From an optimization exercise on the open Yosys and OpenROAD flow, aimed at small area, a short achievable clock period and few clock cycles per item; shortcuts taken in it are not production practice. Function was checked by simulation only, so behaviour that the tests miss may differ from the original.

### design/flow/config.mk
export PLATFORM = sky130hd
export DESIGN_NAME = fft_peak16
export DESIGN_NICKNAME = fft_peak16
export VERILOG_FILES = /design/flow/design.v
export SDC_FILE = /design/flow/constraint.sdc
export NUM_CORES = 4
export LEC_CHECK = 0
export CAP_MARGIN = 20
export CORE_MARGIN = 2
export CORE_UTILIZATION = 40
export PLACE_DENSITY = 0.6
export SLEW_MARGIN = 20
### design/flow/constraint.sdc
create_clock -name core_clock -period 70.0 [get_ports {clk}]
set_input_delay 14.0000 -clock core_clock [delete_from_list [all_inputs] [get_ports {clk}]]
set_output_delay 14.0000 -clock core_clock [all_outputs]
set_load 0.01 [all_outputs]
### design/flow/design.v
module fp16_round (
    input  wire              sign,
    input  wire signed [8:0] exp,
    input  wire [23:0]       m,
    input  wire              zero,
    output reg  [15:0]       y
);
    reg [5:0]  rs;
    reg [23:0] sh;
    reg        lost;
    reg [10:0] keep;
    reg        guard, sticky, rup;
    reg [4:0]  efield;
    reg [15:0] sum;
    integer    i;
    always @(*) begin
        if (exp >= 9'sd1)
            rs = 6'd0;
        else if (exp < -9'sd30)
            rs = 6'd31;
        else
            rs = 6'd1 - exp[5:0];
        sh   = m >> rs;
        lost = 1'b0;
        for (i = 0; i < 24; i = i + 1)
            if (i < rs && m[i]) lost = 1'b1;
        keep   = sh[23:13];
        guard  = sh[12];
        sticky = (|sh[11:0]) | lost;
        rup    = guard & (sticky | keep[0]);
        efield = (exp >= 9'sd1) ? exp[4:0] : 5'd0;
        sum = {1'b0, efield, keep[9:0]} + {15'd0, rup};
        if (zero)
            y = {sign, 15'd0};
        else if (exp >= 9'sd31)
            y = {sign, 5'h1F, 10'd0};
        else
            y = {sign, sum[14:0]};
    end
endmodule
module fp16_mul (
    input  wire [15:0] a,
    input  wire [15:0] b,
    output reg  [15:0] y
);
    wire        sa = a[15], sb = b[15];
    wire [4:0]  ea = a[14:10], eb = b[14:10];
    wire [9:0]  fa = a[9:0],   fb = b[9:0];
    wire a_nan  = (ea == 5'h1F) && (fa != 10'd0);
    wire b_nan  = (eb == 5'h1F) && (fb != 10'd0);
    wire a_inf  = (ea == 5'h1F) && (fa == 10'd0);
    wire b_inf  = (eb == 5'h1F) && (fb == 10'd0);
    wire a_zero = (ea == 5'd0) && (fa == 10'd0);
    wire b_zero = (eb == 5'd0) && (fb == 10'd0);
    wire s      = sa ^ sb;
    wire [10:0] ma = {(ea != 5'd0), fa};
    wire [10:0] mb = {(eb != 5'd0), fb};
    wire [5:0]  xa = (ea == 5'd0) ? 6'd1 : {1'b0, ea};
    wire [5:0]  xb = (eb == 5'd0) ? 6'd1 : {1'b0, eb};
    wire [21:0] p = ma * mb;
    reg  [4:0]  lz;
    reg  [21:0] pn;
    reg  signed [8:0] e;
    wire [15:0] r;
    integer i;
    always @(*) begin
        lz = 5'd0;
        for (i = 0; i < 22; i = i + 1)
            if (p[i]) lz = 5'd21 - i[4:0];
        pn = p << lz;
        e  = $signed({3'b000, xa}) + $signed({3'b000, xb}) - 9'sd14 - $signed({4'b0000, lz});
    end
    fp16_round u_round (
        .sign (s),
        .exp  (e),
        .m    ({pn, 2'b00}),
        .zero (p == 22'd0),
        .y    (r)
    );
    always @(*) begin
        if (a_nan || b_nan || (a_inf && b_zero) || (a_zero && b_inf))
            y = 16'h7E00;
        else if (a_inf || b_inf)
            y = {s, 5'h1F, 10'd0};
        else
            y = r;
    end
endmodule
module fp16_add (
    input  wire [15:0] a,
    input  wire [15:0] b,
    output reg  [15:0] y
);
    wire a_nan = (a[14:10] == 5'h1F) && (a[9:0] != 10'd0);
    wire b_nan = (b[14:10] == 5'h1F) && (b[9:0] != 10'd0);
    wire a_inf = (a[14:10] == 5'h1F) && (a[9:0] == 10'd0);
    wire b_inf = (b[14:10] == 5'h1F) && (b[9:0] == 10'd0);
    wire        swap = (b[14:0] > a[14:0]);
    wire [15:0] x = swap ? b : a;
    wire [15:0] z = swap ? a : b;
    wire [10:0] mx = {(x[14:10] != 5'd0), x[9:0]};
    wire [10:0] mz = {(z[14:10] != 5'd0), z[9:0]};
    wire [4:0]  ex = (x[14:10] == 5'd0) ? 5'd1 : x[14:10];
    wire [4:0]  ez = (z[14:10] == 5'd0) ? 5'd1 : z[14:10];
    wire [4:0]  d  = ex - ez;
    reg  [13:0] zs;
    reg         jam;
    reg  [14:0] sum;
    reg  [3:0]  lz;
    reg  [14:0] sn;
    reg  signed [8:0] e;
    wire [15:0] r;
    integer i;
    always @(*) begin
        zs  = {mz, 3'b000} >> d;
        jam = 1'b0;
        for (i = 0; i < 14; i = i + 1)
            if (i < d && ((i >= 3) ? mz[i - 3] : 1'b0)) jam = 1'b1;
        zs[0] = zs[0] | jam;
        if (x[15] == z[15])
            sum = {1'b0, mx, 3'b000} + {1'b0, zs};
        else
            sum = {1'b0, mx, 3'b000} - {1'b0, zs};
        lz = 4'd0;
        for (i = 0; i < 15; i = i + 1)
            if (sum[i]) lz = 4'd14 - i[3:0];
        sn = sum << lz;
        e  = $signed({4'b0000, ex}) + 9'sd1 - $signed({5'b00000, lz});
    end
    fp16_round u_round (
        .sign (x[15]),
        .exp  (e),
        .m    ({sn, 9'd0}),
        .zero (sum == 15'd0),
        .y    (r)
    );
    always @(*) begin
        if (a_nan || b_nan || (a_inf && b_inf && (a[15] != b[15])))
            y = 16'h7E00;
        else if (a_inf)
            y = a;
        else if (b_inf)
            y = b;
        else if (sum == 15'd0)
            y = {a[15] & b[15], 15'd0};
        else
            y = r;
    end
endmodule
module fp16_div (
    input  wire [15:0] a,
    input  wire [15:0] b,
    output reg  [15:0] y
);
    wire        s      = a[15] ^ b[15];
    wire [4:0]  ea = a[14:10], eb = b[14:10];
    wire [9:0]  fa = a[9:0],   fb = b[9:0];
    wire a_nan  = (ea == 5'h1F) && (fa != 10'd0);
    wire b_nan  = (eb == 5'h1F) && (fb != 10'd0);
    wire a_inf  = (ea == 5'h1F) && (fa == 10'd0);
    wire b_inf  = (eb == 5'h1F) && (fb == 10'd0);
    wire a_zero = (ea == 5'd0) && (fa == 10'd0);
    wire b_zero = (eb == 5'd0) && (fb == 10'd0);
    wire [10:0] ma = {(ea != 5'd0), fa};
    wire [10:0] mb = {(eb != 5'd0), fb};
    reg  [3:0]  lza, lzb;
    reg  [10:0] na, nb;
    reg  [24:0] q;
    reg  [11:0] rem;
    reg  [14:0] qn;
    reg         sticky;
    reg  signed [8:0] e;
    wire [15:0] r;
    integer i;
    always @(*) begin
        lza = 4'd0;
        lzb = 4'd0;
        for (i = 0; i < 11; i = i + 1) begin
            if (ma[i]) lza = 4'd10 - i[3:0];
            if (mb[i]) lzb = 4'd10 - i[3:0];
        end
        na = ma << lza;
        nb = mb << lzb;
        q   = 25'd0;
        rem = {1'b0, na};
        for (i = 14; i >= 0; i = i - 1) begin
            if (rem >= {1'b0, nb}) begin
                q[i] = 1'b1;
                rem  = rem - {1'b0, nb};
            end
            if (i > 0) rem = rem << 1;
        end
        sticky = (rem != 12'd0);
        if (q[14]) begin
            qn = q[14:0];
            e  = $signed({4'b0000, (ea == 5'd0) ? 5'd1 : ea}) - $signed({5'b00000, lza})
               - $signed({4'b0000, (eb == 5'd0) ? 5'd1 : eb}) + $signed({5'b00000, lzb}) + 9'sd15;
        end else begin
            qn = {q[13:0], 1'b0};
            e  = $signed({4'b0000, (ea == 5'd0) ? 5'd1 : ea}) - $signed({5'b00000, lza})
               - $signed({4'b0000, (eb == 5'd0) ? 5'd1 : eb}) + $signed({5'b00000, lzb}) + 9'sd14;
        end
    end
    fp16_round u_round (
        .sign (s),
        .exp  (e),
        .m    ({qn, 8'd0, sticky}),
        .zero (1'b0),
        .y    (r)
    );
    always @(*) begin
        if (a_nan || b_nan || (a_inf && b_inf) || (a_zero && b_zero))
            y = 16'h7E00;
        else if (a_inf || b_zero)
            y = {s, 5'h1F, 10'd0};
        else if (b_inf || a_zero)
            y = {s, 15'd0};
        else
            y = r;
    end
endmodule
module fp16_gt (
    input  wire [15:0] a,
    input  wire [15:0] b,
    output wire        y
);
    wire a_nan = (a[14:10] == 5'h1F) && (a[9:0] != 10'd0);
    wire b_nan = (b[14:10] == 5'h1F) && (b[9:0] != 10'd0);
    wire both_zero = (a[14:0] == 15'd0) && (b[14:0] == 15'd0);
    wire [15:0] ka = a[15] ? ~a : {1'b1, a[14:0]};
    wire [15:0] kb = b[15] ? ~b : {1'b1, b[14:0]};
    assign y = !a_nan && !b_nan && !both_zero && (ka > kb);
endmodule
module fft_peak16 (
    input  wire        clk,
    input  wire        rst,
    input  wire        in_valid,
    output wire        in_ready,
    input  wire [15:0] in_re,
    input  wire [15:0] in_im,
    input  wire [15:0] in_si,
    output reg         out_valid,
    output reg  [8:0]  out_bin,
    output reg  [15:0] out_mag,
    output reg  [15:0] out_freq
);
    assign in_ready = 1'b1;
    reg        s1_valid;
    reg [8:0]  s1_bin;
    reg [15:0] s1_re, s1_im, s1_si;
    reg [8:0]  bin_cnt;
    always @(posedge clk) begin
        if (rst) begin
            s1_valid <= 1'b0;
            bin_cnt  <= 9'd0;
        end else begin
            s1_valid <= in_valid;
            if (in_valid) bin_cnt <= bin_cnt + 9'd1;
        end
        if (in_valid) begin
            s1_bin <= bin_cnt;
            s1_re  <= in_re;
            s1_im  <= in_im;
            s1_si  <= in_si;
        end
    end
    wire [15:0] re2, im2, mag;
    wire        mag_gt;
    fp16_mul u_re2 (.a(s1_re), .b(s1_re), .y(re2));
    fp16_mul u_im2 (.a(s1_im), .b(s1_im), .y(im2));
    fp16_add u_mag (.a(re2), .b(im2), .y(mag));
    reg  [8:0]  best;
    reg  [15:0] bestv;
    fp16_gt u_gt (.a(mag), .b(bestv), .y(mag_gt));
    wire        take   = (s1_bin == 9'd0) || mag_gt;
    wire [8:0]  best_n = take ? s1_bin : best;
    wire [15:0] bestv_n = take ? mag : bestv;
    reg        s2_done;
    reg [8:0]  s2_best;
    reg [15:0] s2_bestv, s2_si;
    always @(posedge clk) begin
        if (rst)
            s2_done <= 1'b0;
        else
            s2_done <= s1_valid && (s1_bin == 9'd511);
        if (s1_valid) begin
            best  <= best_n;
            bestv <= bestv_n;
        end
        if (s1_valid && s1_bin == 9'd511) begin
            s2_best  <= best_n;
            s2_bestv <= bestv_n;
            s2_si    <= s1_si;
        end
    end
    reg  [15:0] best_f;
    reg  [19:0] best_sh;
    wire [15:0] nsi, freq;
    integer i;
    always @(*) begin
        best_f  = 16'h0000;
        best_sh = 20'd0;
        for (i = 0; i < 9; i = i + 1)
            if (s2_best[i]) begin
                best_sh = {11'd0, s2_best} << (10 - i);
                best_f  = {1'b0, 5'd15 + i[4:0], best_sh[9:0]};
            end
    end
    fp16_mul u_nsi  (.a(16'h6400), .b(s2_si), .y(nsi));
    fp16_div u_freq (.a(best_f), .b(nsi), .y(freq));
    always @(posedge clk) begin
        if (rst)
            out_valid <= 1'b0;
        else
            out_valid <= s2_done;
        if (s2_done) begin
            out_bin  <= s2_best;
            out_mag  <= s2_bestv;
            out_freq <= freq;
        end
    end
endmodule
### design/flow/run.sh
#!/bin/bash
# synth_recipe.tcl (not shown) runs the flow's synth.tcl, then flattens the netlist and writes it again
# the make line also repeats each setting of config.mk as NAME=value (left out here)
make -C /OpenROAD-flow-scripts/flow DESIGN_CONFIG=/design/flow/config.mk WORK_HOME=/design/flow/orfs CLKGATE_MAP_FILE= SYNTH_SCRIPT=/design/flow/synth_recipe.tcl finish
==> results_dict.tcl <==
set metrics [dict create \
    num_rows 122 \
    cp_top_family "compound AO/OA/AOI/OAI gates" \
    slew_viol_final 0 \
    synth_cell_types 166 \
    post-cts-setup-buffers 0 \
    hold_class "flop to flop" \
    drive_gt1_share_pct 7.421 \
    first_pass_iters 8 \
    vias 46595 \
    crit_path_frequent_cell "a21o_1" \
    arrival_ns 60.79 \
    grt_pass1_wl_mm 241.3 \
    async_flop_share_pct 0 \
    cp-start-kind "flop" \
    synth_edf_count 162 \
    path_max_fanout 34 \
    critical_path_class "flop to flop" \
    place_hpwl_mm 116.8 \
    synth_commonest_cells "nor2_1 (535), nand2_1 (487), a21oi_1 (375)" \
    cts.clk_slew.worst_paths_ns 0.08 \
    synth_ff_type "edfxtp_1" \
    avgSynthCellArea_um2 7.567 \
    clock_path_buffers 2 \
    muxShareOfSynthArea_pct 4.862 \
    hold_viol_final 0 \
    status "finished clean" \
    finalCriticalPeriod_ns 60.58 \
    core_um2 110400 \
    synth_compound_area_share_pct 32.27 \
    cpMaxStageDelayCell "a2111oi_0" \
    wirelength_mm 151.5 \
    synth_top_family_by_area "compound AO/OA/AOI/OAI gates" \
    cts_resized 0 \
    dieHeight_um 336.9 \
    first_iter_violations 4810 \
    synth_top_area_cell "edfxtp_1" \
    cts-htree-levels 4 \
    final_antenna_net_count 0 \
    wire_per_inst_um 20.80 \
    yosys.area_share.simple_pct 23.54 \
    fp.dieW_um 336.9 \
    gp_congestion 0.9897 \
    io_pins 94 \
    grt_max_degree 46 \
    synth_area_leaders "edfxtp_1 (11%), ha_1 (10%), fa_1 (6.1%)" \
    critPathBufInv 16 \
    max-slew-margin-rel_pct 25.22 \
    syn_area_um2 44340 \
    initial_core_util_pct 40.17 \
    cts_sinks 174 \
    cts_tree "done" \
    grt_overflow_total 0 \
    synth_top_area_share_pct 10.97 \
    antenna_found_initial 2 \
    num-nets-final 6329 \
    via_per_inst 6.397 \
    postCtsHoldBufs 0 \
    post-route-period-util_pct 86.54 \
    worst_ep_required_time_ns 70.21 \
    synthCells 5859 \
    setup_viol 0 \
    fmax_ghz 0.01651 \
    drcViolationCount 0 \
    grt.total_usage_pct 25.99 \
    worstMarginPinSlew_ns 1.093 \
    setup_ws_ns 9.420 \
    fin_skew_ns 0.02618 \
    max_stage_delay_ns 0.84 \
    numCtsBuffers 17 \
    io_buffers 90 \
    grt_pass1_vias 43680 \
    clock_latency_ns 0.52 \
    final_util_pct 42.61 \
    dp_slack_ns 10.45 \
    fin_tns_setup_ns 0 \
    nFillCells 11349 \
    clockRootBuffer "clkbuf_16" \
    synthToLayoutAreaGrowth_pct 6.053 \
    synthAdderAreaFrac_pct 16.33 \
    ys_seq_elements 174 \
    synth_xor_area_share_pct 5.280 \
    yosysWarnings 5 \
    yosysSeqAreaShare_pct 11.51 \
    yosysMostFrequentCell "nor2_1" \
    die_area_um2 113500 \
    crit_path_end_kind "flop" \
    r2r_setup_slack_ns 9.42 \
    rsz0062_at_grt "no" \
    maxCapViolations 0 \
]
[flip-flops by register name, indices dropped and copies added, names as in the netlist, 9 cells and up]
signal,flops
s1_im,15
s2_best,9
out_freq,16
s1_bin,9
bin_cnt,9
out_mag,16
out_bin,9
best,9
s2_si,16
s2_bestv,16
bestv,16
s1_si,16
s1_re,15
[cell usage in the layout (no fill, tap or decap), types with 83 or more instances in the layout]
cell type,count
nand2_1,487
o211ai_1,91
inv_1,350
fa_1,136
nand3_1,188
o21ai_0,311
edfxtp_1,162
a211oi_1,97
nor2_1,535
nor3_1,213
a31oi_1,100
xor2_1,100
a21oi_1,373
xnor2_1,151
and2_1,136
ha_1,361
mux2i_1,100
a21o_1,177
o21a_1,83
clkdlybuf4s50_1,89
[stage by stage]
stage	std cells	hold WS (ns)	cell area, µm²
after floorplan	5864	0.4003	44360
after global placement	7250	0.4042	46360
after detailed placement	7250	0.4051	46360
after CTS	7282	0.4191	47010
after global routing	7284	0.4236	47020
final	7284	0.4162	47020
[worst paths after layout]
| kind | startpoint | end | cells after the start |
|---|---|---|---|
| min reg2reg | s2_bestv[12] | out_mag[12] | 0 |
| max reg2reg | s2_si[2] | out_freq[0] | 273 |
| max | s2_si[2] | out_freq[0] | 273 |
| min | s2_bestv[12] | out_mag[12] | 0 |
[cells by family (layout without fill, tap and decap cells)]
logic type / after synthesis / in the layout
xor gates and xnor gates: 259 / 259
and+or+nand+nor: 2094 / 2094
AOI/OAI and AO/OA: 2013 / 2013
adders and majority gates: 497 / 497
other: 2 / 9
buffers and inverters: 629 / 559
DFF: 174 / 174
muxes: 191 / 191
[per-layer routing]
| layer | share of wire (%) | vias up | GRT usage [%] |
|---|---|---|---|
| li1 | - | 22019 | - |
| met1 | 44 | 22312 | 35.23 |
| met2 | 46 | 1951 | 42.81 |
| met3 | 6.7 | 313 | 2.858 |
| met4 | 3.3 | 0 | 8.786 |
| met5 | 0 | - | 0 |
[worst reg2reg max path: cells and delay by family (launching register included)]
family / cells / cell delay (ns)
compound gates: 163 / 35.06
xor+xnor: 3 / 0.90
fa+ha+maj: 19 / 6.07
buf+inv: 16 / 3.43
flops: 1 / 0.54
mux: 9 / 2.72
simple gates: 63 / 11.64
[area by class of cell]
type	count	area (µm²)	area share, %
repair buffers	164	1451	3.087
inverters	363	1376	2.927
well taps	1488	1862	3.959
clock inverters	15	219.0	0.4657
multi-input cells	5061	36580	77.79
clock buffers	17	425.4	0.9047
diodes	2	5.005	0.01064
flip-flops and latches	174	5106	10.86
Testbench counts, summed over its fixed seeds: cycles 32,792, items 64.

==> port drivers added, routing unchanged <==
How much do the figures lean on ideal ports? The routed layout below was timed once more, with nothing changed but the port constraints.
Step 1: set_driving_cell puts a clkbuf_16 on clk and a buf_2 on each other input, an assumption about the parent block.
Step 2 adds t to the input delays and takes it off the output delays; t is the mean of the earliest and latest rising clock arrival at the registers after step 1. Input paths then give back, and output paths get back, about the clock's delay inside the block.
Slacks: ideal / step 1 / step 2; pairs: ideal / step 1.
t, ns: 0.570
setup WS [ns]: 9.420 / 9.420 / 9.420
worst setup path after step 2: register to register
slew at the worst register clock pin (ns): 0.10 / 0.10
pins driven straight from the clock port: 1
After both steps setup and hold are still met in this run. The setup slack of this run moves by 0.000 ns with the drivers and by 0.000 ns with both steps.
